Context: an optimization exercise on an open-source flow, tuned for small area, a short achievable clock period and few clock cycles per item. The choices shown serve that exercise and are no tape-out recipe. The RTL was checked by simulation tests, not by an equivalence proof against the original design.

==> inputs of quartz <==
==> flow/design.v (excerpt) <==
module smolbit_arith (
    input  wire        clk,
    input  wire        rst,
    input  wire        in_valid,
    output wire        in_ready,
    input  wire [2:0]  in_mode,
    input  wire [31:0] in_a,
    input  wire [31:0] in_b,
    output reg         out_valid,
    output wire [31:0] out_result
);
clock: 8.0 ns
lec_check: 0
cap_margin: 20
core_margin: 2
core_utilization: 40
setup_slack_margin: 2.0
slew_margin: 20
run.sh (not shown) runs the stock make flow with config.mk's settings and CLKGATE_MAP_FILE= SYNTH_SCRIPT=/design/flow/synth_recipe.tcl, a recipe that flattens the netlist after the stock synthesis.
==> xenon (differences from quartz) <==
--- a/flow/design.v
+++ b/flow/design.v
@@ -533,20 +533,22 @@
     reg [4:0]    deg;         
     reg [4:0]    la;          
     reg [5:0]    sd;          
     reg [DW-1:0] di;          
     reg [4:0]    cnt;         
     reg [3:0]    j;           
     reg          s32;         
     reg          cpl;         
-    reg          rfirst, spec, pchk, big, ovl, pc, ovf;
+    reg          rfirst, spec, pchk, big, ovl, pc;
+    wire         ovf;         
     assign out_result = acc;
     reg         ainv;
-    wire [32:0] addend = (useu ? {s32, u} : (afirst ? 33'd0 : {1'b0, acc})) ^ {33{ainv}};
+    reg         sacc;         
+    wire [32:0] addend = (({s32, u} & {33{useu}}) | ({1'b0, acc} & {33{sacc}})) ^ {33{ainv}};
     wire [32:0] mac;
     smolbit_mul #(.R(R)) u_mac (.a(addend), .x(x), .d(dq), .cin(cin), .mac(mac));
     wire [15:0] ohj  = 16'd1 << j;
     wire [15:0] cand = v[15:0] | ohj;                        
     wire [31:0] mpl  = (st == S_RMUL) ? {16'd0, cand} : (msel ? u : v);
     wire [DW-1:0] lastd = (mpl[31:24] != 8'd0) ? 2'd3 : (mpl[23:16] != 8'd0) ? 2'd2 :
                           (mpl[15:8]  != 8'd0) ? 2'd1 : 2'd0;
     wire         sq    = ispow & msel;                       
@@ -570,17 +572,17 @@
     wire        rdone = rsf ? (la < deg) : (rsl | (abt & (j == 4'd0)));
     wire        rnext = (rsf & ~rdone) | fix | ((abt | lastm) & (j != 4'd0));
     wire [4:0]  lx;
     smolbit_log2 u_lx (.w(x[31:0]), .l(lx));
     wire [5:0]  lsum   = {1'b0, lx} + {2'b00, k0};
     wire        big_n  = (di == 0) ? (lsum == 6'd31) : big;
     wire        ovl_n  = (di == 0) ? lsum[5] : ovl;
     wire        pc_n   = (di == 0) ? mac[32] : (mac[32] ^ pc);
-    wire        ovfn   = ovl_n | (big_n & pc_n);
+    assign      ovf    = ovl | (big & pc);
     function automatic [2:0] dsh(input [5:0] s);
         dsh = (s > SM) ? SM[2:0] : s[2:0];
     endfunction
     wire        cpln = ~(cpl ^ s32);          
     wire        qbit = cpln ^ ~mac[32];       
     wire [5:0]  sdn  = sd - {3'd0, dsh(sd)};
     reg fin;
     always @* begin
@@ -754,16 +756,17 @@
     always @(posedge clk) begin
         if (u_en)       u   <= uin ? in_a : mac[31:0];
         if (v_en)       v   <= v_n;
         if (xs != 3'd0) x   <= x_n;
         if (acc_en)     acc <= acc_n;
         dq     <= dq_n;
         afirst <= afirst_n;
         useu   <= useu_n;
+        sacc   <= ~useu_n & ~afirst_n;
         cin    <= cin_n;
         ainv   <= ~rst & (st_n == S_DSUB) & ~(st == S_DSUB ? mac[32] : 1'b0);
         msel   <= msel_n;
         if (rst) begin
             st        <= S_IDLE;
             out_valid <= 1'b0;
         end else begin
             st        <= st_n;
@@ -790,23 +793,21 @@
             ovl <= ovl_n;
             pc  <= pc_n;
             if (rnext) begin
                 j    <= jn;
                 cnt  <= deg - 5'd1;
                 di   <= 0;
                 pchk <= 1'b0;
                 spec <= lastm;                
-                if (lastm) ovf <= ovfn;
             end else if (st == S_RMUL) begin
                 spec <= 1'b0;
                 if (last) begin
                     di   <= 0;
                     pchk <= 1'b1;
-                    ovf  <= ovfn;
                     cnt  <= cnt - 5'd1;
                 end else begin
                     di <= di + 1'b1;
                 end
             end
         end
         default: ;
         endcase
==> flow/config.mk (replaced) <==
export PLATFORM = sky130hd
export DESIGN_NAME = smolbit_arith
export DESIGN_NICKNAME = smolbit_arith
export VERILOG_FILES = /design/flow/design.v
export SDC_FILE = /design/flow/constraint.sdc
export NUM_CORES = 4
export LEC_CHECK = 0
export CAP_MARGIN = 20
export CORE_MARGIN = 2
export CORE_UTILIZATION = 30
export SETUP_SLACK_MARGIN = 1.5
export SLEW_MARGIN = 20
==> raven (differences from quartz) <==
--- a/flow/design.v
+++ b/flow/design.v
@@ -533,17 +533,18 @@
     reg [4:0]    deg;         
     reg [4:0]    la;          
     reg [5:0]    sd;          
     reg [DW-1:0] di;          
     reg [4:0]    cnt;         
     reg [3:0]    j;           
     reg          s32;         
     reg          cpl;         
-    reg          rfirst, spec, pchk, big, ovl, pc, ovf;
+    reg          rfirst, spec, pchk, big, ovl, pc;
+    wire         ovf;         
     assign out_result = acc;
     reg         ainv;
     wire [32:0] addend = (useu ? {s32, u} : (afirst ? 33'd0 : {1'b0, acc})) ^ {33{ainv}};
     wire [32:0] mac;
     smolbit_mul #(.R(R)) u_mac (.a(addend), .x(x), .d(dq), .cin(cin), .mac(mac));
     wire [15:0] ohj  = 16'd1 << j;
     wire [15:0] cand = v[15:0] | ohj;                        
     wire [31:0] mpl  = (st == S_RMUL) ? {16'd0, cand} : (msel ? u : v);
@@ -570,17 +571,17 @@
     wire        rdone = rsf ? (la < deg) : (rsl | (abt & (j == 4'd0)));
     wire        rnext = (rsf & ~rdone) | fix | ((abt | lastm) & (j != 4'd0));
     wire [4:0]  lx;
     smolbit_log2 u_lx (.w(x[31:0]), .l(lx));
     wire [5:0]  lsum   = {1'b0, lx} + {2'b00, k0};
     wire        big_n  = (di == 0) ? (lsum == 6'd31) : big;
     wire        ovl_n  = (di == 0) ? lsum[5] : ovl;
     wire        pc_n   = (di == 0) ? mac[32] : (mac[32] ^ pc);
-    wire        ovfn   = ovl_n | (big_n & pc_n);
+    assign      ovf    = ovl | (big & pc);
     function automatic [2:0] dsh(input [5:0] s);
         dsh = (s > SM) ? SM[2:0] : s[2:0];
     endfunction
     wire        cpln = ~(cpl ^ s32);          
     wire        qbit = cpln ^ ~mac[32];       
     wire [5:0]  sdn  = sd - {3'd0, dsh(sd)};
     reg fin;
     always @* begin
@@ -790,23 +791,21 @@
             ovl <= ovl_n;
             pc  <= pc_n;
             if (rnext) begin
                 j    <= jn;
                 cnt  <= deg - 5'd1;
                 di   <= 0;
                 pchk <= 1'b0;
                 spec <= lastm;                
-                if (lastm) ovf <= ovfn;
             end else if (st == S_RMUL) begin
                 spec <= 1'b0;
                 if (last) begin
                     di   <= 0;
                     pchk <= 1'b1;
-                    ovf  <= ovfn;
                     cnt  <= cnt - 5'd1;
                 end else begin
                     di <= di + 1'b1;
                 end
             end
         end
         default: ;
         endcase
==> flow/config.mk (replaced) <==
export PLATFORM = sky130hd
export DESIGN_NAME = smolbit_arith
export DESIGN_NICKNAME = smolbit_arith
export VERILOG_FILES = /design/flow/design.v
export SDC_FILE = /design/flow/constraint.sdc
export NUM_CORES = 4
export LEC_CHECK = 0
export CAP_MARGIN = 20
export CORE_MARGIN = 2
export CORE_UTILIZATION = 60
export SETUP_SLACK_MARGIN = 2.0
export SLEW_MARGIN = 20
==> harbor (differences from quartz) <==
--- a/flow/design.v
+++ b/flow/design.v
@@ -533,20 +533,22 @@
     reg [4:0]    deg;         
     reg [4:0]    la;          
     reg [5:0]    sd;          
     reg [DW-1:0] di;          
     reg [4:0]    cnt;         
     reg [3:0]    j;           
     reg          s32;         
     reg          cpl;         
-    reg          rfirst, spec, pchk, big, ovl, pc, ovf;
+    reg          rfirst, spec, pchk, big, ovl, pc;
+    wire         ovf;         
     assign out_result = acc;
     reg         ainv;
-    wire [32:0] addend = (useu ? {s32, u} : (afirst ? 33'd0 : {1'b0, acc})) ^ {33{ainv}};
+    reg         sacc;         
+    wire [32:0] addend = (({s32, u} & {33{useu}}) | ({1'b0, acc} & {33{sacc}})) ^ {33{ainv}};
     wire [32:0] mac;
     smolbit_mul #(.R(R)) u_mac (.a(addend), .x(x), .d(dq), .cin(cin), .mac(mac));
     wire [15:0] ohj  = 16'd1 << j;
     wire [15:0] cand = v[15:0] | ohj;                        
     wire [31:0] mpl  = (st == S_RMUL) ? {16'd0, cand} : (msel ? u : v);
     wire [DW-1:0] lastd = (mpl[31:24] != 8'd0) ? 2'd3 : (mpl[23:16] != 8'd0) ? 2'd2 :
                           (mpl[15:8]  != 8'd0) ? 2'd1 : 2'd0;
     wire         sq    = ispow & msel;                       
@@ -570,17 +572,17 @@
     wire        rdone = rsf ? (la < deg) : (rsl | (abt & (j == 4'd0)));
     wire        rnext = (rsf & ~rdone) | fix | ((abt | lastm) & (j != 4'd0));
     wire [4:0]  lx;
     smolbit_log2 u_lx (.w(x[31:0]), .l(lx));
     wire [5:0]  lsum   = {1'b0, lx} + {2'b00, k0};
     wire        big_n  = (di == 0) ? (lsum == 6'd31) : big;
     wire        ovl_n  = (di == 0) ? lsum[5] : ovl;
     wire        pc_n   = (di == 0) ? mac[32] : (mac[32] ^ pc);
-    wire        ovfn   = ovl_n | (big_n & pc_n);
+    assign      ovf    = ovl | (big & pc);
     function automatic [2:0] dsh(input [5:0] s);
         dsh = (s > SM) ? SM[2:0] : s[2:0];
     endfunction
     wire        cpln = ~(cpl ^ s32);          
     wire        qbit = cpln ^ ~mac[32];       
     wire [5:0]  sdn  = sd - {3'd0, dsh(sd)};
     reg fin;
     always @* begin
@@ -754,16 +756,17 @@
     always @(posedge clk) begin
         if (u_en)       u   <= uin ? in_a : mac[31:0];
         if (v_en)       v   <= v_n;
         if (xs != 3'd0) x   <= x_n;
         if (acc_en)     acc <= acc_n;
         dq     <= dq_n;
         afirst <= afirst_n;
         useu   <= useu_n;
+        sacc   <= ~useu_n & ~afirst_n;
         cin    <= cin_n;
         ainv   <= ~rst & (st_n == S_DSUB) & ~(st == S_DSUB ? mac[32] : 1'b0);
         msel   <= msel_n;
         if (rst) begin
             st        <= S_IDLE;
             out_valid <= 1'b0;
         end else begin
             st        <= st_n;
@@ -790,23 +793,21 @@
             ovl <= ovl_n;
             pc  <= pc_n;
             if (rnext) begin
                 j    <= jn;
                 cnt  <= deg - 5'd1;
                 di   <= 0;
                 pchk <= 1'b0;
                 spec <= lastm;                
-                if (lastm) ovf <= ovfn;
             end else if (st == S_RMUL) begin
                 spec <= 1'b0;
                 if (last) begin
                     di   <= 0;
                     pchk <= 1'b1;
-                    ovf  <= ovfn;
                     cnt  <= cnt - 5'd1;
                 end else begin
                     di <= di + 1'b1;
                 end
             end
         end
         default: ;
         endcase
==> flow/config.mk (replaced) <==
export PLATFORM = sky130hd
export DESIGN_NAME = smolbit_arith
export DESIGN_NICKNAME = smolbit_arith
export VERILOG_FILES = /design/flow/design.v
export SDC_FILE = /design/flow/constraint.sdc
export NUM_CORES = 4
export LEC_CHECK = 0
export CAP_MARGIN = 20
export CORE_MARGIN = 2
export CORE_UTILIZATION = 40
export SETUP_SLACK_MARGIN = 1.0
export SLEW_MARGIN = 20
==> summary of the runs <==
Against quartz, the synthesized cell count of harbor is smaller by 0.41%.
Against raven, the global-route usage of harbor is lower by 16 points.
Clock-buffer cell count: raven is higher than xenon (1).
In raven the sequential cell count is lower than in xenon, by 1.
Sequential share of layout area: quartz is higher than raven (0.082 points).
==> figures <==
Number of antenna violations at the first check in global routing: raven 6; harbor 2; xenon 2; quartz 2
Top metal layer carrying routed signals: raven met5; harbor met5; xenon met4; quartz met5
Number of global-route vias before repair: raven 23.99k; harbor 22.21k; xenon 21.52k; quartz 22.21k
Synth Cell Area: raven 0.02380 mm^2; harbor 0.02393 mm^2; xenon 0.02393 mm^2; quartz 0.02387 mm^2
Sink count of the clock tree: raven 192; harbor 193; xenon 193; quartz 193
Critical path's slowest cell: raven fa_1; harbor edfxtp_1; xenon dfxtp_1; quartz fa_1
Area of all placed cells without fillers: raven 0.02749 mm^2; harbor 0.02607 mm^2; xenon 0.02671 mm^2; quartz 0.02757 mm^2
Status: raven no timing/DRC/antenna violations; harbor no timing/DRC/antenna violations; xenon no timing/DRC/antenna violations; quartz no timing/DRC/antenna violations
Routed met3 length: raven 14.58 mm; harbor 10.11 mm; xenon 9.505 mm; quartz 10.71 mm
Count of cells along the worst register-to-register path: raven 26; harbor 22; xenon 21; quartz 22
Tap Count: raven 518; harbor 773; xenon 1050; quartz 773
Testbench counts of quartz, summed over its fixed seeds: cycles 13,349, ops 3,200.
Testbench counts of xenon, summed over its fixed seeds: cycles 13,349, ops 3,200.
Testbench counts of raven, summed over its fixed seeds: cycles 13,349, ops 3,200.
Testbench counts of harbor, summed over its fixed seeds: cycles 13,349, ops 3,200.

what the ideal ports hide:
No port has a modelled driver above. Below, the same layouts with a new extraction and two added sets of constraints.
Step 1: set_driving_cell puts a clkbuf_16 on clk and a buf_2 on each other input, an assumption about the parent block.
Step 2, shift: input delay + t, output delay - t, t = (earliest + latest rising clock arrival at the registers) / 2. This alone moves slack from input paths to output paths.
Three values: no drivers, after step 1, after step 2; two values: the first two.
run	shift t [ns]	setup slack, ns	worst register clock-pin slew, ns
quartz	0.530	1.638 / 1.638 / 1.638	0.09 / 0.09
xenon	0.528	1.637 / 1.583 / 1.305	0.09 / 0.09
raven	0.518	1.330 / 1.330 / 1.330	0.08 / 0.08
harbor	0.530	1.334 / 1.285 / 1.334	0.09 / 0.09
After both steps every run listed still meets setup and hold. For xenon, which loses most, drivers alone change the setup slack by -0.054 ns; drivers and shift together by -0.332 ns.
